This design comes from an exercise in tuning for small area, a short achievable clock period and few clock cycles per item on the open sky130 flow, not from production work.
In this exercise RTL edits were held to simulation tests only and were not proved equivalent to the original.

==> flow/design.v, too long to show whole: its modules and the start of the top module <==
// module himg_qmap: 1430 lines
module himg_qmap (
    input  wire        clk,
    input  wire        rst,         
    input  wire        in_valid,
    output wire        in_ready,
    input  wire [1:0]  in_op,
    input  wire [15:0] in_data,
    output wire        out_valid,
    input  wire        out_ready,
    output wire [15:0] out_data
);
  // ...
==> flow/run.sh <==
#!/bin/bash
# synth_recipe.tcl (not shown) runs the flow's synth.tcl, then flattens the netlist and writes it again
# the make line also repeats each setting of config.mk as NAME=value (left out here)
make -C /OpenROAD-flow-scripts/flow DESIGN_CONFIG=/design/flow/config.mk WORK_HOME=/design/flow/orfs CLKGATE_MAP_FILE= SYNTH_SCRIPT=/design/flow/synth_recipe.tcl finish
==> flow/config.mk <==
export PLATFORM = sky130hd
export DESIGN_NAME = himg_qmap
export DESIGN_NICKNAME = himg_qmap
export VERILOG_FILES = /design/flow/design.v
export SDC_FILE = /design/flow/constraint.sdc
export NUM_CORES = 4
export LEC_CHECK = 0
export ABC_AREA = 1
export CAP_MARGIN = 20
export CORE_MARGIN = 2
export CORE_UTILIZATION = 55
export PLACE_DENSITY = 0.65
export SLEW_MARGIN = 20
==> flow/constraint.sdc <==
create_clock -name core_clock -period 14.0 [get_ports {clk}]
set_input_delay 2.8000 -clock core_clock [delete_from_list [all_inputs] [get_ports {clk}]]
set_output_delay 2.8000 -clock core_clock [all_outputs]
set_load 0.01 [all_outputs]
==> reports/metrics.cfg, run 1 <==
[yosys]
synth.top_cell.area_share=0.341
synth_area_leaders=edfxtp_1, ha_1, nand2_1
synth_top_family_by_area=adder cells
synthTopCellsByCount=nand2_1, inv_1, edfxtp_1, ha_1, o21ai_0
synth-compound-area-share=0.126
synthCells=6734
yosys_warnings=1
synth_simple_gate_area_frac=0.169

[place]
placed_area_um2=58900
dp_hpwl_um=119000

[critical_path]
crit_cells=24
endpoint_kind=flip-flop
crit_fanout=12
worstPathArrival_ps=5040
crit_chain=inv_1 > ha_1 > a21oi_1 > nor2_1 > nor2_1 > nor2_1 > nor3_1 > o21bai_1 > nand3_1 > o21ai_1 > inv_1 > ha_1 > a21oi_1 > o21ai_1 > nand2_1 > nand2_1 > a21oi_1 > or2_1 > o211ai_1 > a21o_1 > nand2_2 > clkinv_1 > o211ai_1 > nand2_1
r2r_slack_ps=9370

[global_routing]
grt_usage=0.287
antenna_found_initial=3
overflow=0

[floorplan]
io_pins=40
die_h_um=326
start_util=0.553

[cts]
cts_tree=yes
post_cts_buffers=0
htreeDepth=3
clk_pin_slew_ps=60

[finish]
final_area_um2=61600
multi_input_area_um2=31000
final_cells=8202

[status]
outcome=timing/DRC/antenna clean

[sta]
timing.fmax_ghz=0.216
fin_skew_ps=21.6
fin_hold_ws_ps=411

[drt]
avgViaCountPerCell=5.54
wl_met2_um=72800

[hold_path]
hold_depth=0

Testbench counts, summed over its fixed seeds: cycles 3,568, items 3,072.
==> inputs of run 2 (changes only) <==
--- a/flow/design.v
+++ b/flow/design.v
@@ -43,25 +43,27 @@
         else if (en & ~cfg_wait & s0_v & (s0_op == 2'd2))
             step <= s0_d;
     end
     wire [0:0] dec_vo;
     wire [1:0] dec_ko;
     wire [0:0] dec_nego;
     wire [15:0] dec_Ro;
     wire [6:0] dec_co;
+    wire [15:0] d10_Ro;
+    wire [10:0] d10_qo;
     wire [15:0] dC_Ro;
     reg  [6:0] dq_1;
     reg  [15:0] p1_R;
     reg  [6:0] p1_c;
     reg  [1:0] p1_k;
     reg  [0:0] p1_neg;
+    reg  [0:0] p1_q;
+    wire [10:0] p1_q_z = {10'd0, p1_q};
     reg  [0:0] p1_v;
-    wire [15:0] d10_Ro;
-    wire [10:0] d10_qo;
     wire [15:0] d9_Ro;
     wire [10:0] d9_qo;
     wire [15:0] dY_Ro;
     reg  [15:0] p2_R;
     reg  [6:0] p2_c;
     reg  [1:0] p2_k;
     reg  [0:0] p2_neg;
     reg  [1:0] p2_q;
@@ -253,16 +255,21 @@
     wire [15:0] finB_reso;
     wire        dec_isd = (s0_op == 2'd1);
     wire [15:0] dec_a   = (s0_op == 2'd2) ? 16'h8000 : (s0_d[15] ? 16'd0 - s0_d : s0_d);
     assign dec_vo   = s0_v & ~cfg_wait;
     assign dec_ko   = s0_op;
     assign dec_nego = dec_isd ? s0_d[7] : s0_d[15];
     assign dec_Ro   = (s0_op == 2'd3) ? {9'd0, s0_dq} : dec_a;
     assign dec_co   = s0_d[6:0];
+    wire [5:0] d10_hi = dec_Ro[15:10];
+    wire        d10_ge = (s0_step[15:6] == 10'd0) & (d10_hi >= s0_step[5:0]) & ~dec_ko[0];
+    wire [5:0] d10_sb = d10_hi - s0_step[5:0];
+    assign d10_Ro = d10_ge ? {d10_sb, dec_Ro[9:0]} : dec_Ro;
+    assign d10_qo = {10'd0, d10_ge};
     wire [6:0] dC_ac1 = s0_d[6:0];
     wire dC_as2 = (dC_ac1[0] & dC_ac1[6]) ^ (dC_ac1[1] & dC_ac1[5]);
     wire dC_ac3 = (dC_ac1[0] & dC_ac1[6]) & (dC_ac1[1] & dC_ac1[5]);
     wire dC_as4 = (dC_ac1[1] & dC_ac1[6]) ^ (dC_ac1[2] & dC_ac1[5]);
     wire dC_ac5 = (dC_ac1[1] & dC_ac1[6]) & (dC_ac1[2] & dC_ac1[5]);
     wire dC_as6 = (dC_ac1[0] & dC_ac1[4]) ^ (dC_ac1[1] & dC_ac1[3]);
     wire dC_ac7 = (dC_ac1[0] & dC_ac1[4]) & (dC_ac1[1] & dC_ac1[3]);
     wire dC_as8 = (dC_ac1[0] & dC_ac1[5]) ^ (dC_ac1[1] & dC_ac1[4]) ^ (dC_ac1[2] & dC_ac1[3]);
@@ -317,33 +324,29 @@
     wire dC_ac57 = (dC_as38 & dC_ac23) | (dC_as38 & dC_ac37) | (dC_ac23 & dC_ac37);
     wire dC_as58 = dC_as40 ^ dC_ac25 ^ dC_ac39;
     wire dC_ac59 = (dC_as40 & dC_ac25) | (dC_as40 & dC_ac39) | (dC_ac25 & dC_ac39);
     wire dC_as60 = (dC_ac1[5] & dC_ac1[6]) ^ (dC_ac1[6] & dC_ac1[5]) ^ dC_ac41;
     wire dC_ac61 = ((dC_ac1[5] & dC_ac1[6]) & (dC_ac1[6] & dC_ac1[5])) | ((dC_ac1[5] & dC_ac1[6]) & dC_ac41) | ((dC_ac1[6] & dC_ac1[5]) & dC_ac41);
     wire [13:0] dC_ax62 = {1'b0, (dC_ac1[6] & dC_ac1[6]), dC_as60, dC_as58, dC_as56, dC_as54, dC_as52, dC_as50, dC_as48, dC_as46, dC_as44, dC_as42, (dC_ac1[0] & dC_ac1[1]), (dC_ac1[0] & dC_ac1[0])};
     wire [13:0] dC_ay63 = {1'b0, dC_ac61, dC_ac59, dC_ac57, dC_ac55, dC_ac53, dC_ac51, dC_ac49, dC_ac47, dC_ac45, dC_ac43, (dC_ac1[2] & dC_ac1[0]), (dC_ac1[1] & dC_ac1[0]), 1'b0};
     wire [13:0] dC_asum64 = dC_ax62 + dC_ay63;
-    assign dC_Ro = (dec_ko == 2'd1) ? {2'd0, dC_asum64} : dec_Ro;
+    assign dC_Ro = (dec_ko == 2'd1) ? {2'd0, dC_asum64} : d10_Ro;
     always @(posedge clk) if (en & ~cfg_wait & s0_v & (s0_op == 2'd3)) dq_1 <= s0_dq[6:0];
-    always @(posedge clk) if (en) p1_R <= dC_Ro;
-    always @(posedge clk) if (en) p1_c <= dec_co;
-    always @(posedge clk) if (en) p1_k <= dec_ko;
-    always @(posedge clk) if (en) p1_neg <= dec_nego;
-    always @(posedge clk) if (rst) p1_v <= 1'b0; else if (en) p1_v <= dec_vo;
-    wire [5:0] d10_hi = p1_R[15:10];
-    wire        d10_ge = (step[15:6] == 10'd0) & (d10_hi >= step[5:0]) & ~p1_k[0];
-    wire [5:0] d10_sb = d10_hi - step[5:0];
-    assign d10_Ro = d10_ge ? {d10_sb, p1_R[9:0]} : p1_R;
-    assign d10_qo = {10'd0, d10_ge};
-    wire [6:0] d9_hi = d10_Ro[15:9];
+    always @(posedge clk) if (en_0) p1_R <= dC_Ro;
+    always @(posedge clk) if (en_0) p1_c <= dec_co;
+    always @(posedge clk) if (en_0) p1_k <= dec_ko;
+    always @(posedge clk) if (en_0) p1_neg <= dec_nego;
+    always @(posedge clk) if (en_0) p1_q <= d10_qo[0:0];
+    always @(posedge clk) if (rst) p1_v <= 1'b0; else if (en_0) p1_v <= dec_vo;
+    wire [6:0] d9_hi = p1_R[15:9];
     wire        d9_ge = (step[15:7] == 9'd0) & (d9_hi >= step[6:0]) & ~p1_k[0];
     wire [6:0] d9_sb = d9_hi - step[6:0];
-    assign d9_Ro = d9_ge ? {d9_sb, d10_Ro[8:0]} : d10_Ro;
-    assign d9_qo = {d10_qo[9:0], d9_ge};
+    assign d9_Ro = d9_ge ? {d9_sb, p1_R[8:0]} : p1_R;
+    assign d9_qo = {p1_q_z[9:0], d9_ge};
     reg  [11:0] dY_enc;
     always @(posedge clk) if (en & ~cfg_wait & s0_v & (s0_op == 2'd3)) dY_enc <= {1'b0, (1'b0 & ~s0_dq[6] & ~s0_dq[5]) | (~1'b0 & s0_dq[6] & s0_dq[5]), s0_dq[6] ^ s0_dq[5], s0_dq[5], (s0_dq[5] & ~s0_dq[4] & ~s0_dq[3]) | (~s0_dq[5] & s0_dq[4] & s0_dq[3]), s0_dq[4] ^ s0_dq[3], s0_dq[3], (s0_dq[3] & ~s0_dq[2] & ~s0_dq[1]) | (~s0_dq[3] & s0_dq[2] & s0_dq[1]), s0_dq[2] ^ s0_dq[1], s0_dq[1], (s0_dq[1] & ~s0_dq[0] & ~1'b0) | (~s0_dq[1] & s0_dq[0] & 1'b0), s0_dq[0] ^ 1'b0};
     wire [13:0] dY_ac1 = p1_R[13:0];
     wire dY_ab2 = ((dY_enc[0] & dY_ac1[0])) ^ dY_enc[2];
     wire dY_ab3 = ((dY_enc[0] & dY_ac1[1]) | (dY_enc[1] & dY_ac1[0])) ^ dY_enc[2];
     wire dY_ab4 = ((dY_enc[0] & dY_ac1[2]) | (dY_enc[1] & dY_ac1[1])) ^ dY_enc[2];
     wire dY_ab5 = ((dY_enc[0] & dY_ac1[3]) | (dY_enc[1] & dY_ac1[2])) ^ dY_enc[2];
     wire dY_ab6 = ((dY_enc[0] & dY_ac1[4]) | (dY_enc[1] & dY_ac1[3])) ^ dY_enc[2];
@@ -512,22 +515,22 @@
     wire dY_ac169 = (dY_as131 & dY_ac97) | (dY_as131 & dY_ac130) | (dY_ac97 & dY_ac130);
     wire dY_as170 = dY_as133 ^ dY_ac99 ^ dY_ac132;
     wire dY_ac171 = (dY_as133 & dY_ac99) | (dY_as133 & dY_ac132) | (dY_ac99 & dY_ac132);
     wire dY_as172 = dY_as135 ^ dY_ac101 ^ dY_ac134;
     wire [20:0] dY_ax173 = {dY_as172, dY_as170, dY_as168, dY_as166, dY_as164, dY_as162, dY_as160, dY_as158, dY_as156, dY_as154, dY_as152, dY_as150, dY_as148, dY_as146, dY_as144, dY_as142, dY_as140, dY_as138, dY_as136, dY_ab3, dY_ab2};
     wire [20:0] dY_ay174 = {dY_ac171, dY_ac169, dY_ac167, dY_ac165, dY_ac163, dY_ac161, dY_ac159, dY_ac157, dY_ac155, dY_ac153, dY_ac151, dY_ac149, dY_ac147, dY_ac145, dY_ac143, dY_ac141, dY_ac139, dY_ac137, dY_enc[5], 1'b0, dY_enc[2]};
     wire [20:0] dY_asum175 = dY_ax173 + dY_ay174;
     assign dY_Ro = (p1_k == 2'd1) ? {1'b0, dY_asum175[20:6]} : d9_Ro;
-    always @(posedge clk) if (en) p2_R <= dY_Ro;
-    always @(posedge clk) if (en) p2_c <= p1_c;
-    always @(posedge clk) if (en) p2_k <= p1_k;
-    always @(posedge clk) if (en) p2_neg <= p1_neg;
-    always @(posedge clk) if (en) p2_q <= d9_qo[1:0];
-    always @(posedge clk) if (rst) p2_v <= 1'b0; else if (en) p2_v <= p1_v;
+    always @(posedge clk) if (en_0) p2_R <= dY_Ro;
+    always @(posedge clk) if (en_0) p2_c <= p1_c;
+    always @(posedge clk) if (en_0) p2_k <= p1_k;
+    always @(posedge clk) if (en_0) p2_neg <= p1_neg;
+    always @(posedge clk) if (en_0) p2_q <= d9_qo[1:0];
+    always @(posedge clk) if (rst) p2_v <= 1'b0; else if (en_0) p2_v <= p1_v;
     wire [7:0] d8_hi = p2_R[15:8];
     wire        d8_ge = (step[15:8] == 8'd0) & (d8_hi >= step[7:0]) & ~p2_k[0];
     wire [7:0] d8_sb = d8_hi - step[7:0];
     assign d8_Ro = d8_ge ? {d8_sb, p2_R[7:0]} : p2_R;
     assign d8_qo = {p2_q_z[9:0], d8_ge};
     wire [14:0] dT_ay1 = p2_R[14:0];
     wire dT_as2 = dT_ay1[0] ^ dT_ay1[2];
     wire dT_ac3 = dT_ay1[0] & dT_ay1[2];
@@ -632,21 +635,21 @@
     wire dT_as102 = dT_ay1[13] ^ 1'b1 ^ dT_ac55;
     wire dT_ac103 = (dT_ay1[13] & 1'b1) | (dT_ay1[13] & dT_ac55) | (1'b1 & dT_ac55);
     wire dT_as104 = dT_ay1[14] ^ 1'b1;
     wire dT_ac105 = dT_ay1[14] & 1'b1;
     wire [27:0] dT_ax106 = {1'b1, dT_as104, dT_as102, dT_as100, dT_as98, dT_as96, dT_as94, dT_as92, dT_as90, dT_as88, dT_as86, dT_as84, dT_as82, dT_as80, dT_as78, dT_as76, dT_as74, dT_as72, dT_as70, dT_as68, dT_as66, dT_as64, dT_as62, dT_as60, dT_as58, dT_as56, ~dT_ay1[1], ~dT_ay1[0]};
     wire [27:0] dT_ay107 = {dT_ac105, dT_ac103, dT_ac101, dT_ac99, dT_ac97, dT_ac95, dT_ac93, dT_ac91, dT_ac89, dT_ac87, dT_ac85, dT_ac83, dT_ac81, dT_ac79, dT_ac77, dT_ac75, dT_ac73, dT_ac71, dT_ac69, dT_ac67, dT_ac65, dT_ac63, dT_ac61, dT_ac59, dT_ac57, 1'b1, 1'b0, 1'b1};
     wire [27:0] dT_asum108 = dT_ax106 + dT_ay107;
     assign dT_Ro = (p2_k == 2'd1) ? {5'd0, dT_asum108[27:17]} : d8_Ro;
-    always @(posedge clk) if (en) p3_R <= dT_Ro;
-    always @(posedge clk) if (en) p3_k <= p2_k;
-    always @(posedge clk) if (en) p3_neg <= p2_neg;
-    always @(posedge clk) if (en) p3_q <= d8_qo[2:0];
-    always @(posedge clk) if (rst) p3_v <= 1'b0; else if (en) p3_v <= p2_v;
+    always @(posedge clk) if (en_0) p3_R <= dT_Ro;
+    always @(posedge clk) if (en_0) p3_k <= p2_k;
+    always @(posedge clk) if (en_0) p3_neg <= p2_neg;
+    always @(posedge clk) if (en_0) p3_q <= d8_qo[2:0];
+    always @(posedge clk) if (rst) p3_v <= 1'b0; else if (en_0) p3_v <= p2_v;
     wire [8:0] d7_hi = p3_R[15:7];
     wire        d7_ge = (step[15:9] == 7'd0) & (d7_hi >= step[8:0]) & ~p3_k[0];
     wire [8:0] d7_sb = d7_hi - step[8:0];
     assign d7_Ro = d7_ge ? {d7_sb, p3_R[6:0]} : p3_R;
     assign d7_qo = {p3_q_z[9:0], d7_ge};
     wire [5:0] dMa_at1 = p3_R[5:0];
     wire dMa_as2 = (dMa_at1[0] & step[4]) ^ (dMa_at1[1] & step[3]);
     wire dMa_ac3 = (dMa_at1[0] & step[4]) & (dMa_at1[1] & step[3]);
@@ -745,21 +748,21 @@
     wire dMa_ac96 = (dMa_as68 & dMa_ac39) | (dMa_as68 & dMa_ac67) | (dMa_ac39 & dMa_ac67);
     wire dMa_as97 = dMa_as70 ^ dMa_ac43 ^ dMa_ac69;
     wire [15:0] dMa_ax98 = {dMa_as97, dMa_as95, dMa_as93, dMa_as91, dMa_as89, dMa_as87, dMa_as85, dMa_as83, dMa_as81, dMa_as79, dMa_as77, dMa_as75, dMa_as73, dMa_as71, (dMa_at1[0] & step[1]), (dMa_at1[0] & step[0])};
     wire [15:0] dMa_ay99 = {dMa_ac96, dMa_ac94, dMa_ac92, dMa_ac90, dMa_ac88, dMa_ac86, dMa_ac84, dMa_ac82, dMa_ac80, dMa_ac78, dMa_ac76, dMa_ac74, dMa_ac72, (dMa_at1[2] & step[0]), (dMa_at1[1] & step[0]), 1'b0};
     wire [15:0] dMa_asum100 = dMa_ax98 + dMa_ay99;
     wire        dMa_hp = |(dMa_at1 & {|step[15:10], |step[15:11], |step[15:12], |step[15:13], |step[15:14], step[15]});
     assign dMa_Ro = (p3_k == 2'd1) ? dMa_asum100 : d7_Ro;
     assign dMa_qo = (p3_k == 2'd1) ? {5'd0, p3_R[10:6], dMa_hp} : d7_qo;
-    always @(posedge clk) if (en) p4_R <= dMa_Ro;
-    always @(posedge clk) if (en) p4_k <= p3_k;
-    always @(posedge clk) if (en) p4_neg <= p3_neg;
-    always @(posedge clk) if (en) p4_q <= dMa_qo[5:0];
-    always @(posedge clk) if (rst) p4_v <= 1'b0; else if (en) p4_v <= p3_v;
+    always @(posedge clk) if (en_1) p4_R <= dMa_Ro;
+    always @(posedge clk) if (en_1) p4_k <= p3_k;
+    always @(posedge clk) if (en_1) p4_neg <= p3_neg;
+    always @(posedge clk) if (en_1) p4_q <= dMa_qo[5:0];
+    always @(posedge clk) if (rst) p4_v <= 1'b0; else if (en_1) p4_v <= p3_v;
     wire [9:0] d6_hi = p4_R[15:6];
     wire        d6_ge = (step[15:10] == 6'd0) & (d6_hi >= step[9:0]) & ~p4_k[0];
     wire [9:0] d6_sb = d6_hi - step[9:0];
     assign d6_Ro = d6_ge ? {d6_sb, p4_R[5:0]} : p4_R;
     assign d6_qo = {p4_q_z[9:0], d6_ge};
     wire [4:0] dMb_at1 = p4_q_z[5:1];
     wire dMb_as2 = (dMb_at1[0] & step[3]) ^ (dMb_at1[1] & step[2]);
     wire dMb_ac3 = (dMb_at1[0] & step[3]) & (dMb_at1[1] & step[2]);
@@ -819,105 +822,105 @@
     wire dMb_as57 = dMb_as40 ^ dMb_ac23 ^ dMb_ac39;
     wire [15:0] dMb_ax58 = {dMb_as57, dMb_as55, dMb_as53, dMb_as51, dMb_as49, dMb_as47, dMb_as45, dMb_as43, dMb_as41, (dMb_at1[0] & step[0]), p4_R[5], p4_R[4], p4_R[3], p4_R[2], p4_R[1], p4_R[0]};
     wire [15:0] dMb_ay59 = {dMb_ac56, dMb_ac54, dMb_ac52, dMb_ac50, dMb_ac48, dMb_ac46, dMb_ac44, dMb_ac42, p4_R[7], p4_R[6], 1'b0, 1'b0, 1'b0, 1'b0, 1'b0, 1'b0};
     wire [15:0] dMb_asum60 = dMb_ax58 + dMb_ay59;
     wire        dMb_hp = p4_q_z[0] | |(dMb_at1 & {|step[15:5], |step[15:6], |step[15:7], |step[15:8], |step[15:9]});
     wire [15:0] dMb_pl = dMb_asum60;
     assign dMb_Ro = (p4_k == 2'd1) ? dMb_pl : d6_Ro;
     assign dMb_qo = (p4_k == 2'd1) ? {10'd0, dMb_pl[15] | dMb_hp} : d6_qo;
-    always @(posedge clk) if (en) p5_R <= dMb_Ro;
-    always @(posedge clk) if (en) p5_k <= p4_k;
-    always @(posedge clk) if (en) p5_neg <= p4_neg;
-    always @(posedge clk) if (en) p5_q <= dMb_qo[4:0];
-    always @(posedge clk) if (rst) p5_v <= 1'b0; else if (en) p5_v <= p4_v;
+    always @(posedge clk) if (en_1) p5_R <= dMb_Ro;
+    always @(posedge clk) if (en_1) p5_k <= p4_k;
+    always @(posedge clk) if (en_1) p5_neg <= p4_neg;
+    always @(posedge clk) if (en_1) p5_q <= dMb_qo[4:0];
+    always @(posedge clk) if (rst) p5_v <= 1'b0; else if (en_1) p5_v <= p4_v;
     wire [10:0] d5_hi = p5_R[15:5];
     wire        d5_ge = (step[15:11] == 5'd0) & (d5_hi >= step[10:0]) & ~p5_k[0];
     wire [10:0] d5_sb = d5_hi - step[10:0];
     assign d5_Ro = d5_ge ? {d5_sb, p5_R[4:0]} : p5_R;
     assign d5_qo = {p5_q_z[9:0], d5_ge};
-    always @(posedge clk) if (en) p6_R <= d5_Ro;
-    always @(posedge clk) if (en) p6_k <= p5_k;
-    always @(posedge clk) if (en) p6_neg <= p5_neg;
-    always @(posedge clk) if (en) p6_q <= d5_qo[5:0];
-    always @(posedge clk) if (rst) p6_v <= 1'b0; else if (en) p6_v <= p5_v;
+    always @(posedge clk) if (en_1) p6_R <= d5_Ro;
+    always @(posedge clk) if (en_1) p6_k <= p5_k;
+    always @(posedge clk) if (en_1) p6_neg <= p5_neg;
+    always @(posedge clk) if (en_1) p6_q <= d5_qo[5:0];
+    always @(posedge clk) if (rst) p6_v <= 1'b0; else if (en_1) p6_v <= p5_v;
     wire [11:0] d4_hi = p6_R[15:4];
     wire        d4_ge = (step[15:12] == 4'd0) & (d4_hi >= step[11:0]) & ~p6_k[0];
     wire [11:0] d4_sb = d4_hi - step[11:0];
     assign d4_Ro = d4_ge ? {d4_sb, p6_R[3:0]} : p6_R;
     assign d4_qo = {p6_q_z[9:0], d4_ge};
-    always @(posedge clk) if (en) p7_R <= d4_Ro;
-    always @(posedge clk) if (en) p7_k <= p6_k;
-    always @(posedge clk) if (en) p7_neg <= p6_neg;
-    always @(posedge clk) if (en) p7_q <= d4_qo[6:0];
-    always @(posedge clk) if (rst) p7_v <= 1'b0; else if (en) p7_v <= p6_v;
+    always @(posedge clk) if (en_2) p7_R <= d4_Ro;
+    always @(posedge clk) if (en_2) p7_k <= p6_k;
+    always @(posedge clk) if (en_2) p7_neg <= p6_neg;
+    always @(posedge clk) if (en_2) p7_q <= d4_qo[6:0];
+    always @(posedge clk) if (rst) p7_v <= 1'b0; else if (en_2) p7_v <= p6_v;
     wire [12:0] d3_hi = p7_R[15:3];
     wire        d3_ge = (step[15:13] == 3'd0) & (d3_hi >= step[12:0]) & ~p7_k[0];
     wire [12:0] d3_sb = d3_hi - step[12:0];
     assign d3_Ro = d3_ge ? {d3_sb, p7_R[2:0]} : p7_R;
     assign d3_qo = {p7_q_z[9:0], d3_ge};
-    always @(posedge clk) if (en) p8_R <= d3_Ro;
-    always @(posedge clk) if (en) p8_k <= p7_k;
-    always @(posedge clk) if (en) p8_neg <= p7_neg;
-    always @(posedge clk) if (en) p8_q <= d3_qo[7:0];
-    always @(posedge clk) if (rst) p8_v <= 1'b0; else if (en) p8_v <= p7_v;
+    always @(posedge clk) if (en_2) p8_R <= d3_Ro;
+    always @(posedge clk) if (en_2) p8_k <= p7_k;
+    always @(posedge clk) if (en_2) p8_neg <= p7_neg;
+    always @(posedge clk) if (en_2) p8_q <= d3_qo[7:0];
+    always @(posedge clk) if (rst) p8_v <= 1'b0; else if (en_2) p8_v <= p7_v;
     wire [13:0] d2_hi = p8_R[15:2];
     wire        d2_ge = (step[15:14] == 2'd0) & (d2_hi >= step[13:0]) & ~p8_k[0];
     wire [13:0] d2_sb = d2_hi - step[13:0];
     assign d2_Ro = d2_ge ? {d2_sb, p8_R[1:0]} : p8_R;
     assign d2_qo = {p8_q_z[9:0], d2_ge};
-    always @(posedge clk) if (en) p9_R <= d2_Ro;
-    always @(posedge clk) if (en) p9_k <= p8_k;
-    always @(posedge clk) if (en) p9_neg <= p8_neg;
-    always @(posedge clk) if (en) p9_q <= d2_qo[8:0];
-    always @(posedge clk) if (rst) p9_v <= 1'b0; else if (en) p9_v <= p8_v;
+    always @(posedge clk) if (en_2) p9_R <= d2_Ro;
+    always @(posedge clk) if (en_2) p9_k <= p8_k;
+    always @(posedge clk) if (en_2) p9_neg <= p8_neg;
+    always @(posedge clk) if (en_2) p9_q <= d2_qo[8:0];
+    always @(posedge clk) if (rst) p9_v <= 1'b0; else if (en_2) p9_v <= p8_v;
     wire [14:0] d1_hi = p9_R[15:1];
     wire        d1_ge = (step[15:15] == 1'd0) & (d1_hi >= step[14:0]) & ~p9_k[0];
     wire [14:0] d1_sb = d1_hi - step[14:0];
     assign d1_Ro = d1_ge ? {d1_sb, p9_R[0:0]} : p9_R;
     assign d1_qo = {p9_q_z[9:0], d1_ge};
-    always @(posedge clk) if (en) p10_R <= d1_Ro;
-    always @(posedge clk) if (en) p10_k <= p9_k;
-    always @(posedge clk) if (en) p10_neg <= p9_neg;
-    always @(posedge clk) if (en) p10_q <= d1_qo[9:0];
-    always @(posedge clk) if (rst) p10_v <= 1'b0; else if (en) p10_v <= p9_v;
+    always @(posedge clk) if (en_3) p10_R <= d1_Ro;
+    always @(posedge clk) if (en_3) p10_k <= p9_k;
+    always @(posedge clk) if (en_3) p10_neg <= p9_neg;
+    always @(posedge clk) if (en_3) p10_q <= d1_qo[9:0];
+    always @(posedge clk) if (rst) p10_v <= 1'b0; else if (en_3) p10_v <= p9_v;
     wire [15:0] d0_hi = p10_R[15:0];
     wire        d0_ge = (d0_hi >= step) & ~p10_k[0];
     wire [15:0] d0_sb = d0_hi - step[15:0];
     assign d0_Ro = d0_ge ? d0_sb : p10_R;
     assign d0_qo = {p10_q_z[9:0], d0_ge};
-    always @(posedge clk) if (en) p11_R <= d0_Ro;
-    always @(posedge clk) if (en) p11_k <= p10_k;
-    always @(posedge clk) if (en) p11_neg <= p10_neg;
-    always @(posedge clk) if (en) p11_q <= d0_qo;
-    always @(posedge clk) if (rst) p11_v <= 1'b0; else if (en) p11_v <= p10_v;
+    always @(posedge clk) if (en_3) p11_R <= d0_Ro;
+    always @(posedge clk) if (en_3) p11_k <= p10_k;
+    always @(posedge clk) if (en_3) p11_neg <= p10_neg;
+    always @(posedge clk) if (en_3) p11_q <= d0_qo;
+    always @(posedge clk) if (rst) p11_v <= 1'b0; else if (en_3) p11_v <= p10_v;
     wire        rnd_up = ({p11_R, 1'b0} >= {1'b0, step}) & (p11_q != (p11_neg ? qmaxn : qmaxp));
     wire [10:0] rnd_q1 = p11_q + 11'd1;
     wire [10:0] rnd_m0 = (p11_q > 11'd1136) ? 11'd1136 : p11_q;
     wire [10:0] rnd_m1 = (p11_q > 11'd1135) ? 11'd1136 : rnd_q1;
     assign rnd_mo   = p11_k[0] ? p11_R : {5'd0, rnd_up ? rnd_m1 : rnd_m0};
     assign rnd_topo = |p11_q;
     always @(posedge clk)
         if (rst) begin
             qmaxn <= 11'd2047;
             qmaxp <= 11'd2047;
         end else if (en & p11_v & (p11_k == 2'd2)) begin
             qmaxn <= p11_q;
             qmaxp <= p11_q - {10'd0, (p11_R == 16'd0)};
         end
-    always @(posedge clk) if (en & p11_v & (p11_k == 2'd3)) dq_12 <= p11_R[6:0];
-    always @(posedge clk) if (en & p11_v & (p11_k == 2'd3)) begin
+    always @(posedge clk) if (en_3 & p11_v & (p11_k == 2'd3)) dq_12 <= p11_R[6:0];
+    always @(posedge clk) if (en_3 & p11_v & (p11_k == 2'd3)) begin
         t64_12  <= 11'd64 + {2'd0, dqk_12[19:11]};
         t128_12 <= 11'd128 + dqk_12[19:9];
     end
-    always @(posedge clk) if (en) p12_k <= p11_k;
-    always @(posedge clk) if (en) p12_m <= rnd_mo;
-    always @(posedge clk) if (en) p12_neg <= p11_neg;
-    always @(posedge clk) if (en) p12_top <= rnd_topo;
-    always @(posedge clk) if (rst) p12_v <= 1'b0; else if (en) p12_v <= p11_v;
+    always @(posedge clk) if (en_3) p12_k <= p11_k;
+    always @(posedge clk) if (en_3) p12_m <= rnd_mo;
+    always @(posedge clk) if (en_3) p12_neg <= p11_neg;
+    always @(posedge clk) if (en_3) p12_top <= rnd_topo;
+    always @(posedge clk) if (rst) p12_v <= 1'b0; else if (en_3) p12_v <= p11_v;
     wire        s6_isd = (p12_k == 2'd1);
     wire        s6_acc = (p12_m[10:0] > t64_12) & ~p12_k[0];
     wire [10:0] s6_am1 = p12_m[10:0];
     wire [6:0] s6_ak2 = dq_12 + 7'd25;
     wire s6_as3 = ~s6_am1[0] ^ ~s6_am1[1];
     wire s6_ac4 = ~s6_am1[0] & ~s6_am1[1];
     wire s6_as5 = ~s6_am1[1] ^ ~s6_am1[2];
     wire s6_ac6 = ~s6_am1[1] & ~s6_am1[2];
@@ -1012,24 +1015,24 @@
     wire [15:0] s6_ay95 = {1'b0, s6_ac91, s6_ac89, s6_ac87, s6_ac85, s6_ac83, s6_ac81, s6_ac79, s6_ac77, s6_ac75, s6_ac73, s6_ac71, 1'b1, 1'b0, 1'b0, 1'b1};
     wire [15:0] s6_asum96 = s6_ax94 + s6_ay95;
     wire [15:0] s6_S   = s6_acc ? s6_asum49 : s6_asum96;
     wire [15:0] s6_res = p12_neg ? (p12_top ? 16'h8000 : 16'd0 - p12_m) : (p12_top ? 16'h7fff : p12_m);
     assign s6_topo = p12_m[10:0] > t128_12;
     assign s6_Do = s6_isd ? {1'b0, s6_res} : p12_k[0] ? {1'b0, p12_m} : {s6_S[15], s6_S};
     assign s6_Qo = s6_acc ? {7'd0, dq_12} : 14'd0;
     assign s6_io = {6'd0, s6_acc};
-    always @(posedge clk) if (en & p12_v & (p12_k == 2'd3)) dq_13 <= p12_m[6:0];
-    always @(posedge clk) if (en) p13_D <= s6_Do[15:0];
-    always @(posedge clk) if (en) p13_Q <= s6_Qo[6:0];
-    always @(posedge clk) if (en) p13_i <= s6_io[0:0];
-    always @(posedge clk) if (en) p13_k <= p12_k;
-    always @(posedge clk) if (en) p13_neg <= p12_neg;
-    always @(posedge clk) if (en) p13_top <= s6_topo;
-    always @(posedge clk) if (rst) p13_v <= 1'b0; else if (en) p13_v <= p12_v;
+    always @(posedge clk) if (en_3 & p12_v & (p12_k == 2'd3)) dq_13 <= p12_m[6:0];
+    always @(posedge clk) if (en_3) p13_D <= s6_Do[15:0];
+    always @(posedge clk) if (en_3) p13_Q <= s6_Qo[6:0];
+    always @(posedge clk) if (en_3) p13_i <= s6_io[0:0];
+    always @(posedge clk) if (en_3) p13_k <= p12_k;
+    always @(posedge clk) if (en_3) p13_neg <= p12_neg;
+    always @(posedge clk) if (en_3) p13_top <= s6_topo;
+    always @(posedge clk) if (rst) p13_v <= 1'b0; else if (en_3) p13_v <= p12_v;
     wire [15:0] s5_Ds = p13_D_z[15:0];
     wire s5_as1 = s5_Ds[8] ^ p13_Q_z[2];
     wire s5_ac2 = s5_Ds[8] & p13_Q_z[2];
     wire s5_as3 = s5_Ds[9] ^ p13_Q_z[3] ^ dq_13[5];
     wire s5_ac4 = (s5_Ds[9] & p13_Q_z[3]) | (s5_Ds[9] & dq_13[5]) | (p13_Q_z[3] & dq_13[5]);
     wire s5_as5 = s5_Ds[10] ^ p13_Q_z[4];
     wire s5_ac6 = s5_Ds[10] & p13_Q_z[4];
     wire s5_as7 = s5_Ds[5] ^ dq_13[1];
@@ -1054,24 +1057,24 @@
     wire [15:0] s5_S  = s5_asum25;
     wire        s5_acc = s5_S[15] & ~p13_k[0];
     assign s5_Do = (s5_acc ? {s5_S[15], s5_S} : {s5_Ds[15], s5_Ds});
     wire [13:0] s5_Q0 = ({p13_Q_z[6:0], 1'd0});
     wire [13:0] s5_Q1 = s5_Q0 + {7'd0, dq_13};
     wire [13:0] s5_Qs = s5_acc ? s5_Q1 : s5_Q0;
     assign s5_Qo = {{5{1'b0}}, s5_Qs[8:0]};
     assign s5_io = {p13_i_z[5:0], s5_acc};
-    always @(posedge clk) if (en & p13_v & (p13_k == 2'd3)) dq_14 <= p13_D_z[6:0];
-    always @(posedge clk) if (en) p14_D <= s5_Do[15:0];
-    always @(posedge clk) if (en) p14_Q <= s5_Qo[8:0];
-    always @(posedge clk) if (en) p14_i <= s5_io[1:0];
-    always @(posedge clk) if (en) p14_k <= p13_k;
-    always @(posedge clk) if (en) p14_neg <= p13_neg;
-    always @(posedge clk) if (en) p14_top <= p13_top;
-    always @(posedge clk) if (rst) p14_v <= 1'b0; else if (en) p14_v <= p13_v;
+    always @(posedge clk) if (en_4 & p13_v & (p13_k == 2'd3)) dq_14 <= p13_D_z[6:0];
+    always @(posedge clk) if (en_4) p14_D <= s5_Do[15:0];
+    always @(posedge clk) if (en_4) p14_Q <= s5_Qo[8:0];
+    always @(posedge clk) if (en_4) p14_i <= s5_io[1:0];
+    always @(posedge clk) if (en_4) p14_k <= p13_k;
+    always @(posedge clk) if (en_4) p14_neg <= p13_neg;
+    always @(posedge clk) if (en_4) p14_top <= p13_top;
+    always @(posedge clk) if (rst) p14_v <= 1'b0; else if (en_4) p14_v <= p13_v;
     wire [15:0] s4_Ds = p14_D_z[15:0];
     wire s4_as1 = s4_Ds[4] ^ p14_Q_z[0];
     wire s4_ac2 = s4_Ds[4] & p14_Q_z[0];
     wire s4_as3 = s4_Ds[5] ^ p14_Q_z[1];
     wire s4_ac4 = s4_Ds[5] & p14_Q_z[1];
     wire s4_as5 = s4_Ds[6] ^ p14_Q_z[2];
     wire s4_ac6 = s4_Ds[6] & p14_Q_z[2];
     wire s4_as7 = s4_Ds[7] ^ p14_Q_z[3] ^ dq_14[5];
@@ -1102,24 +1105,24 @@
     wire [15:0] s4_S  = s4_asum31;
     wire        s4_acc = s4_S[15] & ~p14_k[0];
     assign s4_Do = (s4_acc ? {s4_S[15], s4_S} : {s4_Ds[15], s4_Ds});
     wire [13:0] s4_Q0 = ({p14_Q_z[8:0], 1'd0});
     wire [13:0] s4_Q1 = s4_Q0 + {7'd0, dq_14};
     wire [13:0] s4_Qs = s4_acc ? s4_Q1 : s4_Q0;
     assign s4_Qo = {{4{1'b0}}, s4_Qs[9:0]};
     assign s4_io = {p14_i_z[5:0], s4_acc};
-    always @(posedge clk) if (en & p14_v & (p14_k == 2'd3)) dq_15 <= p14_D_z[6:0];
-    always @(posedge clk) if (en) p15_D <= s4_Do[15:0];
-    always @(posedge clk) if (en) p15_Q <= s4_Qo[9:0];
-    always @(posedge clk) if (en) p15_i <= s4_io[2:0];
-    always @(posedge clk) if (en) p15_k <= p14_k;
-    always @(posedge clk) if (en) p15_neg <= p14_neg;
-    always @(posedge clk) if (en) p15_top <= p14_top;
-    always @(posedge clk) if (rst) p15_v <= 1'b0; else if (en) p15_v <= p14_v;
+    always @(posedge clk) if (en_4 & p14_v & (p14_k == 2'd3)) dq_15 <= p14_D_z[6:0];
+    always @(posedge clk) if (en_4) p15_D <= s4_Do[15:0];
+    always @(posedge clk) if (en_4) p15_Q <= s4_Qo[9:0];
+    always @(posedge clk) if (en_4) p15_i <= s4_io[2:0];
+    always @(posedge clk) if (en_4) p15_k <= p14_k;
+    always @(posedge clk) if (en_4) p15_neg <= p14_neg;
+    always @(posedge clk) if (en_4) p15_top <= p14_top;
+    always @(posedge clk) if (rst) p15_v <= 1'b0; else if (en_4) p15_v <= p14_v;
     wire [15:0] s3_Ds = p15_D_z[15:0];
     wire s3_as1 = s3_Ds[3] ^ p15_Q_z[1];
     wire s3_ac2 = s3_Ds[3] & p15_Q_z[1];
     wire s3_as3 = s3_Ds[4] ^ p15_Q_z[2];
     wire s3_ac4 = s3_Ds[4] & p15_Q_z[2];
     wire s3_as5 = s3_Ds[5] ^ p15_Q_z[3];
     wire s3_ac6 = s3_Ds[5] & p15_Q_z[3];
     wire s3_as7 = s3_Ds[6] ^ p15_Q_z[4] ^ dq_15[6];
@@ -1152,24 +1155,24 @@
     wire [15:0] s3_S  = s3_asum33;
     wire        s3_acc = s3_S[15] & ~p15_k[0];
     assign s3_Do = (s3_acc ? {s3_S[15], s3_S} : {s3_Ds[15], s3_Ds});
     wire [13:0] s3_Q0 = ({p15_Q_z[9:0], 1'd0});
     wire [13:0] s3_Q1 = s3_Q0 + {7'd0, dq_15};
     wire [13:0] s3_Qs = s3_acc ? s3_Q1 : s3_Q0;
     assign s3_Qo = {{3{1'b0}}, s3_Qs[10:0]};
     assign s3_io = {p15_i_z[5:0], s3_acc};
-    always @(posedge clk) if (en & p15_v & (p15_k == 2'd3)) dq_16 <= p15_D_z[6:0];
-    always @(posedge clk) if (en) p16_D <= s3_Do[15:0];
-    always @(posedge clk) if (en) p16_Q <= s3_Qo[10:0];
-    always @(posedge clk) if (en) p16_i <= s3_io[3:0];
-    always @(posedge clk) if (en) p16_k <= p15_k;
-    always @(posedge clk) if (en) p16_neg <= p15_neg;
-    always @(posedge clk) if (en) p16_top <= p15_top;
-    always @(posedge clk) if (rst) p16_v <= 1'b0; else if (en) p16_v <= p15_v;
+    always @(posedge clk) if (en_4 & p15_v & (p15_k == 2'd3)) dq_16 <= p15_D_z[6:0];
+    always @(posedge clk) if (en_4) p16_D <= s3_Do[15:0];
+    always @(posedge clk) if (en_4) p16_Q <= s3_Qo[10:0];
+    always @(posedge clk) if (en_4) p16_i <= s3_io[3:0];
+    always @(posedge clk) if (en_4) p16_k <= p15_k;
+    always @(posedge clk) if (en_4) p16_neg <= p15_neg;
+    always @(posedge clk) if (en_4) p16_top <= p15_top;
+    always @(posedge clk) if (rst) p16_v <= 1'b0; else if (en_4) p16_v <= p15_v;
     wire [15:0] s2_Ds = {p16_D_z[13:0], 2'd0};
     wire s2_as1 = s2_Ds[4] ^ p16_Q_z[2];
     wire s2_ac2 = s2_Ds[4] & p16_Q_z[2];
     wire s2_as3 = s2_Ds[5] ^ p16_Q_z[3];
     wire s2_ac4 = s2_Ds[5] & p16_Q_z[3];
     wire s2_as5 = s2_Ds[6] ^ p16_Q_z[4];
     wire s2_ac6 = s2_Ds[6] & p16_Q_z[4];
     wire s2_as7 = s2_Ds[7] ^ p16_Q_z[5];
@@ -1204,24 +1207,24 @@
     wire [15:0] s2_S  = s2_asum35;
     wire        s2_acc = s2_S[15] & ~p16_k[0];
     assign s2_Do = p16_k[0] ? p16_D_z : (s2_acc ? {s2_S[15], s2_S} : {s2_Ds[15], s2_Ds});
     wire [13:0] s2_Q0 = ({p16_Q_z[10:0], 1'd0});
     wire [13:0] s2_Q1 = s2_Q0 + {7'd0, dq_16};
     wire [13:0] s2_Qs = s2_acc ? s2_Q1 : s2_Q0;
     assign s2_Qo = {{2{1'b0}}, s2_Qs[11:0]};
     assign s2_io = {p16_i_z[5:0], s2_acc};
-    always @(posedge clk) if (en & p16_v & (p16_k == 2'd3)) dq_17 <= p16_D_z[6:0];
-    always @(posedge clk) if (en) p17_D <= s2_Do[15:0];
-    always @(posedge clk) if (en) p17_Q <= s2_Qo[11:0];
-    always @(posedge clk) if (en) p17_i <= s2_io[4:0];
-    always @(posedge clk) if (en) p17_k <= p16_k;
-    always @(posedge clk) if (en) p17_neg <= p16_neg;
-    always @(posedge clk) if (en) p17_top <= p16_top;
-    always @(posedge clk) if (rst) p17_v <= 1'b0; else if (en) p17_v <= p16_v;
+    always @(posedge clk) if (en_5 & p16_v & (p16_k == 2'd3)) dq_17 <= p16_D_z[6:0];
+    always @(posedge clk) if (en_5) p17_D <= s2_Do[15:0];
+    always @(posedge clk) if (en_5) p17_Q <= s2_Qo[11:0];
+    always @(posedge clk) if (en_5) p17_i <= s2_io[4:0];
+    always @(posedge clk) if (en_5) p17_k <= p16_k;
+    always @(posedge clk) if (en_5) p17_neg <= p16_neg;
+    always @(posedge clk) if (en_5) p17_top <= p16_top;
+    always @(posedge clk) if (rst) p17_v <= 1'b0; else if (en_5) p17_v <= p16_v;
     wire [15:0] s1_Ds = {p17_D_z[13:0], 2'd0};
     wire s1_as1 = s1_Ds[5] ^ p17_Q_z[3];
     wire s1_ac2 = s1_Ds[5] & p17_Q_z[3];
     wire s1_as3 = s1_Ds[6] ^ p17_Q_z[4];
     wire s1_ac4 = s1_Ds[6] & p17_Q_z[4];
     wire s1_as5 = s1_Ds[2] ^ p17_Q_z[0];
     wire s1_ac6 = s1_Ds[2] & p17_Q_z[0];
     wire s1_as7 = s1_Ds[3] ^ p17_Q_z[1] ^ dq_17[3];
@@ -1252,24 +1255,24 @@
     wire [15:0] s1_S  = s1_asum31;
     wire        s1_acc = s1_S[15] & ~p17_k[0];
     assign s1_Do = p17_k[0] ? p17_D_z : (s1_acc ? {s1_S[15], s1_S} : {s1_Ds[15], s1_Ds});
     wire [13:0] s1_Q0 = ({p17_Q_z[11:0], 1'd0});
     wire [13:0] s1_Q1 = s1_Q0 + {7'd0, dq_17};
     wire [13:0] s1_Qs = s1_acc ? s1_Q1 : s1_Q0;
     assign s1_Qo = {{1{1'b0}}, s1_Qs[12:0]};
     assign s1_io = {p17_i_z[5:0], s1_acc};
-    always @(posedge clk) if (en & p17_v & (p17_k == 2'd3)) dq_18 <= p17_D_z[6:0];
-    always @(posedge clk) if (en) p18_D <= s1_Do[15:0];
-    always @(posedge clk) if (en) p18_Q <= s1_Qo[12:0];
-    always @(posedge clk) if (en) p18_i <= s1_io[5:0];
-    always @(posedge clk) if (en) p18_k <= p17_k;
-    always @(posedge clk) if (en) p18_neg <= p17_neg;
-    always @(posedge clk) if (en) p18_top <= p17_top;
-    always @(posedge clk) if (rst) p18_v <= 1'b0; else if (en) p18_v <= p17_v;
+    always @(posedge clk) if (en_5 & p17_v & (p17_k == 2'd3)) dq_18 <= p17_D_z[6:0];
+    always @(posedge clk) if (en_5) p18_D <= s1_Do[15:0];
+    always @(posedge clk) if (en_5) p18_Q <= s1_Qo[12:0];
+    always @(posedge clk) if (en_5) p18_i <= s1_io[5:0];
+    always @(posedge clk) if (en_5) p18_k <= p17_k;
+    always @(posedge clk) if (en_5) p18_neg <= p17_neg;
+    always @(posedge clk) if (en_5) p18_top <= p17_top;
+    always @(posedge clk) if (rst) p18_v <= 1'b0; else if (en_5) p18_v <= p17_v;
     wire [16:0] finA_ad1 = {p18_D_z[14:0], 2'd0};
     wire [12:0] finA_aq2 = p18_Q_z[12:0];
     wire finA_as3 = finA_ad1[6] ^ finA_aq2[4];
     wire finA_ac4 = finA_ad1[6] & finA_aq2[4];
     wire finA_as5 = finA_ad1[2] ^ finA_aq2[0];
     wire finA_ac6 = finA_ad1[2] & finA_aq2[0];
     wire finA_as7 = finA_ad1[3] ^ finA_aq2[1] ^ dq_18[3];
     wire finA_ac8 = (finA_ad1[3] & finA_aq2[1]) | (finA_ad1[3] & dq_18[3]) | (finA_aq2[1] & dq_18[3]);
@@ -1366,35 +1369,65 @@
                        ($signed(finA_S[16:6]) >= -11'sd300 && finA_S2[16:6] >= 11'd300) |
                        ($signed(finA_S[16:6]) >= -11'sd325 && finA_S2[16:6] >= 11'd325) |
                        ($signed(finA_S[16:6]) >= -11'sd350 && finA_S2[16:6] >= 11'd350) |
                        ($signed(finA_S[16:6]) >= -11'sd375 && finA_S2[16:6] >= 11'd375) |
                        ($signed(finA_S[16:6]) >= -11'sd400 && finA_S2[16:6] >= 11'd400) |
                        ($signed(finA_S[16:6]) >= -11'sd425 && finA_S2[16:6] >= 11'd425);
     assign finA_aco = finA_acc;
     assign finA_loo = finA_acc ? finA_lo1 : finA_lo0;
-    always @(posedge clk) if (en) p19_D <= p18_D_z[15:0];
-    always @(posedge clk) if (en) p19_ac <= finA_aco;
-    always @(posedge clk) if (en) p19_i <= p18_i_z[5:0];
-    always @(posedge clk) if (en) p19_k <= p18_k;
-    always @(posedge clk) if (en) p19_lo <= finA_loo;
-    always @(posedge clk) if (en) p19_neg <= p18_neg;
-    always @(posedge clk) if (en) p19_top <= p18_top;
-    always @(posedge clk) if (rst) p19_v <= 1'b0; else if (en) p19_v <= p18_v;
+    always @(posedge clk) if (en_5) p19_D <= p18_D_z[15:0];
+    always @(posedge clk) if (en_5) p19_ac <= finA_aco;
+    always @(posedge clk) if (en_5) p19_i <= p18_i_z[5:0];
+    always @(posedge clk) if (en_5) p19_k <= p18_k;
+    always @(posedge clk) if (en_5) p19_lo <= finA_loo;
+    always @(posedge clk) if (en_5) p19_neg <= p18_neg;
+    always @(posedge clk) if (en_5) p19_top <= p18_top;
+    always @(posedge clk) if (rst) p19_v <= 1'b0; else if (en_5) p19_v <= p18_v;
     wire [7:0]  finB_u0 = {1'b0, p19_i_z[5:0], 1'b0};
     wire [7:0]  finB_u1 = {1'b0, p19_i_z[5:0], 1'b1};
     wire [7:0]  finB_u2 = {1'b0, p19_i_z[5:0], 1'b0} + 8'd2;
     wire [7:0]  finB_c0 = p19_neg ? 8'd0 - finB_u0 : finB_u0;
     wire [7:0]  finB_c1 = p19_neg ? 8'd0 - finB_u1 : finB_u1;
     wire [7:0]  finB_c2 = p19_neg ? 8'd0 - finB_u2 : finB_u2;
     wire [7:0]  finB_c7 = p19_neg ? 8'd129 : 8'd127;
     wire        finB_sat = p19_top | ((p19_i_z[5:0] == 6'd63) & p19_ac);
     wire [7:0]  finB_code = finB_sat ? finB_c7 :
                          p19_ac ? (p19_lo ? finB_c1 : finB_c2) : (p19_lo ? finB_c0 : finB_c1);
     assign finB_reso = (p19_k == 2'd1) ? p19_D_z[15:0] : {8'd0, finB_code};
+    reg         o2c_0;
+    wire        en_0 = ~o2c_0;
+    always @(posedge clk)
+        if (rst) o2c_0 <= 1'b0;
+        else o2c_0 <= ~(~o1_v | take) & (o2c_0 | (~o2c_0 & fin_v));
+    reg         o2c_1;
+    wire        en_1 = ~o2c_1;
+    always @(posedge clk)
+        if (rst) o2c_1 <= 1'b0;
+        else o2c_1 <= ~(~o1_v | take) & (o2c_1 | (~o2c_1 & fin_v));
+    reg         o2c_2;
+    wire        en_2 = ~o2c_2;
+    always @(posedge clk)
+        if (rst) o2c_2 <= 1'b0;
+        else o2c_2 <= ~(~o1_v | take) & (o2c_2 | (~o2c_2 & fin_v));
+    reg         o2c_3;
+    wire        en_3 = ~o2c_3;
+    always @(posedge clk)
+        if (rst) o2c_3 <= 1'b0;
+        else o2c_3 <= ~(~o1_v | take) & (o2c_3 | (~o2c_3 & fin_v));
+    reg         o2c_4;
+    wire        en_4 = ~o2c_4;
+    always @(posedge clk)
+        if (rst) o2c_4 <= 1'b0;
+        else o2c_4 <= ~(~o1_v | take) & (o2c_4 | (~o2c_4 & fin_v));
+    reg         o2c_5;
+    wire        en_5 = ~o2c_5;
+    always @(posedge clk)
+        if (rst) o2c_5 <= 1'b0;
+        else o2c_5 <= ~(~o1_v | take) & (o2c_5 | (~o2c_5 & fin_v));
     wire        fin_v = p19_v & ~p19_k[1];
     wire [15:0] fin_d = finB_reso;
     wire        take  = o1_v & out_ready;
     always @(posedge clk) begin
         if (rst) begin
             o1_v <= 1'b0;
             o2_v <= 1'b0;
         end else begin
==> flow/config.mk (replaced) <==
export PLATFORM = sky130hd
export DESIGN_NAME = himg_qmap
export DESIGN_NICKNAME = himg_qmap
export VERILOG_FILES = /design/flow/design.v
export SDC_FILE = /design/flow/constraint.sdc
export NUM_CORES = 4
export LEC_CHECK = 0
export ABC_AREA = 1
export CAP_MARGIN = 50
export CORE_MARGIN = 2
export CORE_UTILIZATION = 55
export PLACE_DENSITY = 0.65
export SLEW_MARGIN = 70
==> reports/metrics.cfg, run 2 <==
[sta]
setup_tns_ps=0
layout_setup_ws_ps=9480
hold_violations=0
drv_slew=0
period_minus_slack_ps=4520
fin_skew_ps=26.1  ; +4.44 ps
setup_viol=0
rsz0062_at_grt=false
period_share=0.323
timing.fmax_ghz=0.221  ; +2.3%

[run]
drv_cap=0

[cts]
clock_path_buffers=3
clk-insertion-delay-late_ps=650
post_cts_resized=0
root_buffer=clkbuf_16
clk_pin_slew_ps=60  ; about the same
holdBufCountCts=0
cts_sinks=735
cts_buffers=83
htreeDepth=3  ; unchanged
post_cts_buffers=0  ; unchanged
cts_tree=yes

[global_routing]
grt_pass1_vias=44657
overflow=0  ; unchanged
grt_usage=0.292  ; +0.00538
grt_pass1_wl_um=245000
grt_max_degree=49
antenna_found_initial=2  ; -1

[yosys]
synth_most_common_cell=nand2_1
yosys_warnings=1  ; unchanged
synth_area_leaders=edfxtp_1, ha_1, nand2_1
synth.top_cell.area_share=0.342  ; +0.000969
synth_cell_type_count=64
synth_edf_count=650
synthFlopType=edfxtp_1
synth-seq-cells=735
netlist_area_um2=57000
synthTopCellsByCount=nand2_1, inv_1, edfxtp_1, ha_1, o21ai_0
syn_nets=7523
synth_seq_area_share=0.372
syn_avg_cell_area_um2=8.48
yosysTopAreaCell=edfxtp_1
async_reset_ff_frac=0
synthCells=6726  ; -0.12%

[floorplan]
start_util=0.552  ; -0.000715
die_h_um=326  ; about the same
rows=118
die-area_um2=106000
die_width_um=326
core_area_um2=103000
io_pins=40  ; unchanged

[status]
outcome=timing/DRC/antenna clean

[drt]
routedWlPerCell_um=18.7
drt-initial-drc-count=3314
vias=45712
first_pass_iters=7
drt-total-wl_um=154000
avgViaCountPerCell=5.53  ; -0.25%
drc=0
ant_nets=0

[place]
io_buffer_count=39
finalWeightedCongestion=0.996
dpl_worst_slack_ps=9490
placed_area_um2=59600  ; +1.1%
dp_hpwl_um=122000  ; +2.7%
dp.cells=8109

[finish]
final_cell_mix=nand2_1, inv_1, edfxtp_1
syn2layout_area_growth_pct=9.53
multi_input_area_um2=31100  ; +0.32%
drive_gt1_frac=0.0550
area.sequential_um2=21200
final_area_um2=62400  ; +1.4%
diodes=0
n_fill_cell=9126
final_common_cell=nand2_1
nets=7619
final_cells=8266  ; +0.78%

[critical_path]
crit_cells=1  ; -96%
crit_chain=clkdlybuf4s50_1
crit_fanout=1  ; -11
ff2ff_path_depth=20
endpoint_kind=output pin
cp_slowest_stage_delay_ps=610
crit_slowest_cell=clkdlybuf4s50_1
r2r_end=p4_R[15]$_DFFE_PN_
critPathKind=reg2out
crit_start=in_ready_r$_DFF_P_
crit_buf_inv=1
worstPathArrival_ps=1720  ; -3320 ps
crit-reg2reg-launch=p3_R[0]$_DFFE_PN_
crit_path_start_kind=flip-flop
cp_top_family=buffers and inverters
crit_required_ps=11200
r2r_slack_ps=9490  ; +120 ps

[hold_path]
min_to=p7_q[3]$_DFFE_PN_
hold_depth=0  ; unchanged
hp-start=p6_q[2]$_DFFE_PN_
hp-class=reg2reg

[run 2: changes by cell type in the layout (fill, tap and decap cells not counted), moves of 10 or more]
cell / previous run / this run
buf_2: 0 / 50
inv_1: 1164 / 1127
o21ai_0: 489 / 464
nand3_1: 252 / 276
xnor2_1: 102 / 119
o21ai_1: 24 / 38
nor2_1: 403 / 416
nand2_1: 1396 / 1386
[run 2: layout make-up]
| class | count | area share |
|---|---|---|
| Multi-Input combinational cell | 4683 | 0.498 |
| Sequential cell | 735 | 0.340 |
| Inverter | 1170 | 0.0709 |
| Clock buffer | 108 | 0.0364 |
| Tap cell | 1380 | 0.0277 |
| Timing Repair Buffer | 149 | 0.0196 |
| Clock inverter | 41 | 0.00747 |
[run 2: logic make-up after synthesis]
logic type      after synthesis  share of synthesized area
compound gates             1243                      0.121
xor+xnor                    339                     0.0522
fa+ha+maj                   775                      0.198
buf+inv                    1308                     0.0869
flops                       735                      0.372
mux                           7                    0.00123
other cells                   2                   0.000132
simple gates               2317                      0.168
[run 2: per-stage QoR]
stage	utilization	hold WS [ps]
after floorplan	-	400
after global placement	0.570	401
after detailed placement	0.577	405
after CTS	0.604	414
after global routing	0.605	420
final	0.605	412
[run 2: how the worst max path moves through the flow]
stage	slack, ps	endpoint
6_report	9480	in_ready
5_1_grt	8960	p4_R[15]$_DFFE_PN_
4_1_cts	9470	in_ready
3_5_place_dp	9490	p4_R[15]$_DFFE_PN_
3_3_place_gp	9550	p1_R[10]$_DFFE_PN_
2_1_floorplan	9780	p2_R[14]$_DFFE_PN_
[run 2: metal layers]
layer | global-route usage | routed length [um]
met4 | 0.113 | 6630
met2 | 0.511 | 75000
met5 | 0 | 11
met1 | 0.373 | 65200
met3 | 0.0317 | 7360
Testbench counts of run 2, summed over its fixed seeds: cycles 3,568, items 3,072.
==> inputs of run 3 (changes only) <==
--- a/flow/config.mk
+++ b/flow/config.mk
@@ -6,8 +6,8 @@
 export NUM_CORES = 4
 export LEC_CHECK = 0
 export ABC_AREA = 1
-export CAP_MARGIN = 50
+export CAP_MARGIN = 20
 export CORE_MARGIN = 2
 export CORE_UTILIZATION = 55
 export PLACE_DENSITY = 0.65
-export SLEW_MARGIN = 70
+export SLEW_MARGIN = 20
==> reports/metrics.cfg, run 3 <==
[status]
outcome=timing/DRC/antenna clean

[yosys]
synth_edf_count=650  ; unchanged
netlist_area_um2=57000  ; unchanged
syn_avg_cell_area_um2=8.48  ; unchanged
syn_nets=7523  ; unchanged
synth_adder_area_share=0.198  ; unchanged
synthFlopType=edfxtp_1
synth_area_leaders=edfxtp_1, ha_1, nand2_1
synth_top_family_by_area=adder cells
yosys_warnings=1  ; unchanged
synth_cell_type_count=64  ; unchanged
async_reset_ff_frac=0  ; unchanged
synth-seq-cells=735  ; unchanged
synth.top_cell.area_share=0.342  ; unchanged
synthTopCellsByCount=nand2_1, inv_1, edfxtp_1, ha_1, o21ai_0
synth_simple_gate_area_frac=0.168  ; unchanged
synthMuxAreaShare=0.00123  ; unchanged
synthCells=6726  ; unchanged
synth_seq_area_share=0.372  ; unchanged
synth_xor_area_frac=0.0522  ; unchanged
synth_most_common_cell=nand2_1
yosysTopAreaCell=edfxtp_1
synth-compound-area-share=0.121  ; unchanged

[global_routing]
grt_pass1_vias=44331  ; -0.73%
grt_pass1_wl_um=242000  ; -0.89%
antenna_found_initial=1  ; -1
overflow=0  ; unchanged
grt_max_degree=85  ; +73%
grt_usage=0.290  ; -0.00201

[finish]
multi_input_area_um2=30800  ; -0.80%
drive_gt1_frac=0.0364  ; -0.0186
n_fill_cell=9104  ; -0.24%
final_cells=8193  ; -0.88%
nets=7542  ; -1.0%
syn2layout_area_growth_pct=8.31
final_cell_mix=nand2_1, inv_1, edfxtp_1
diodes=0  ; unchanged
area.sequential_um2=21200  ; about the same
final_common_cell=nand2_1

[cts]
clk_pin_slew_ps=70  ; about the same
cts_tree=yes
cts_sinks=735  ; unchanged
htreeDepth=3  ; unchanged
clock_path_buffers=3  ; unchanged
cts_buffers=83  ; unchanged
clk-insertion-delay-late_ps=660  ; about the same
root_buffer=clkbuf_16
post_cts_buffers=0  ; unchanged
holdBufCountCts=0  ; unchanged
post_cts_resized=0  ; unchanged

[hold_path]
hp-class=reg2reg

[critical_path]
crit_fanout=16  ; +15
worstPathArrival_ps=4940  ; +3220 ps
crit_slowest_cell=edfxtp_1
cp_slowest_stage_delay_ps=670  ; +60 ps
crit_chain=nand2_1 > inv_1 > fa_1 > inv_1 > fa_1 > fa_1 > inv_1 > ha_1 > nand2_1 > nor3_1 > nand3_1 > nand3_1 > nand2_1 > o21ai_0 > nand3_1 > nand2_1 > nand2_1 > nand2_1 > o221ai_1
crit_path_start_kind=flip-flop
critPathKind=reg2reg
crit_required_ps=14400  ; +3200 ps
crit_path_frequent_cell=nand2_1
endpoint_kind=flip-flop

[sta]
timing.fmax_ghz=0.220  ; -0.44%
worst_pin_slew_ps=1090
rsz0062_at_grt=false
period_share=0.324  ; +0.00143
setup_tns_ps=0  ; unchanged
drv_slew=0  ; unchanged
period_minus_slack_ps=4540  ; +20.0 ps
hold_violations=0  ; unchanged
setup_viol=0  ; unchanged
layout_setup_ws_ps=9460  ; -20.0 ps
fin_skew_ps=28.3  ; +2.21 ps
maxSlewHeadroom=0.270

[floorplan]
core_area_um2=103000  ; unchanged
die_width_um=326  ; unchanged
die_h_um=326  ; unchanged
die-area_um2=106000  ; unchanged
io_pins=40  ; unchanged
start_util=0.552  ; unchanged
rows=118  ; unchanged

[place]
dp.cells=8040  ; -0.85%
dpl_worst_slack_ps=9480  ; -13.3 ps
io_buffer_count=39  ; unchanged
finalWeightedCongestion=0.996  ; unchanged
dp_hpwl_um=121000  ; -1.5%

[drt]
drt-total-wl_um=154000  ; -0.44%
drc=0  ; unchanged
routedWlPerCell_um=18.7  ; +0.45%
avgViaCountPerCell=5.54  ; +0.16%
vias=45379  ; -0.73%
drt-initial-drc-count=3563  ; +7.5%
ant_nets=0  ; unchanged
first_pass_iters=7  ; unchanged

[run]
drv_cap=0  ; unchanged

## run 3: cell counts after synthesis
No cell type changed its count.
## run 3: per-stage QoR
stage               hold slack, ps   util  instance area [um2]
floorplan                      400      -                57000
global placement               401  0.570                58800
detailed placement             405  0.570                58800
CTS                            414  0.598                61700
global route                   415  0.598                61700
finish                         413  0.598                61700
## run 3: path summary, 6_finish.rpt
check,startpoint,end,slack [ps],cells after the start
min reg2reg,p14_top$_DFFE_PN_,p15_top$_DFFE_PN_,410,0
min,p14_top$_DFFE_PN_,p15_top$_DFFE_PN_,410,0
max reg2reg,p3_R[0]$_DFFE_PN_,p4_R[15]$_DFFE_PN_,9460,19
max,p3_R[0]$_DFFE_PN_,p4_R[15]$_DFFE_PN_,9460,19
## run 3: cell families (layout without fill, tap and decap cells)
group / count (synthesis) / in the layout
other: 2 / 2
XOR/XNOR: 339 / 339
AO/OA/AOI/OAI: 1243 / 1243
AND/OR/NAND/NOR: 2317 / 2317
flip-flops: 735 / 735
multiplexers: 7 / 7
adder cells (fa/ha/maj): 775 / 775
buffers and inverters: 1308 / 1395
## run 3: per-layer routing
layer	up-vias	track usage	wire [um]
li1	22449	-	-
met1	21402	0.371	64600
met2	1240	0.507	75200
met3	288	0.0295	7690
met4	0	0.114	6050
met5	-	0	0
## run 3: critical path, delay by kind of cell (launching register included)
family                     cells  cell delay, ps
DFF                            1             670
and+or+nand+nor               10            1130
buffers and inverters          3             170
AOI/OAI and AO/OA              2             370
adders and majority gates      4            1920
## run 3: area by class of cell
class | instances | share of cell area
flip-flops and latches | 735 | 0.344
well taps | 1380 | 0.0280
multi-input cells | 4683 | 0.499
inverters | 1170 | 0.0713
repair buffers | 72 | 0.0104
clock buffers | 93 | 0.0358
clock inverters | 60 | 0.0114

==> separate check: timing with driven ports <==
How much do the figures lean on ideal ports? The routed layouts below were timed once more, with nothing changed but the port constraints. Step 1 assumes that a clkbuf_16 drives the clock port and a buf_2 every other input. Step 2 adds t to the input delays and takes it off the output delays; t is the mean of the earliest and latest rising clock arrival at the registers after step 1. Input paths then give back, and output paths get back, about the clock's delay inside the block. Slacks: no drivers / after step 1 / after step 2; pairs: no drivers / after step 1.
run	t, ns	slack for setup (ns)	worst hold slack (ns)	pins driven straight from the clock port
run 1	0.729	9.372 / 9.372 / 8.977	0.411 / 0.411 / 0.411	1
run 2	0.710	9.478 / 9.407 / 9.491	0.412 / 0.412 / 0.412	1
run 3	0.727	9.458 / 9.387 / 9.458	0.413 / 0.413 / 0.413	1
After both steps setup and hold are still met in every run listed. The setup slack of run 1, which loses most, moves by 0.000 ns with the drivers and by -0.395 ns with both steps.
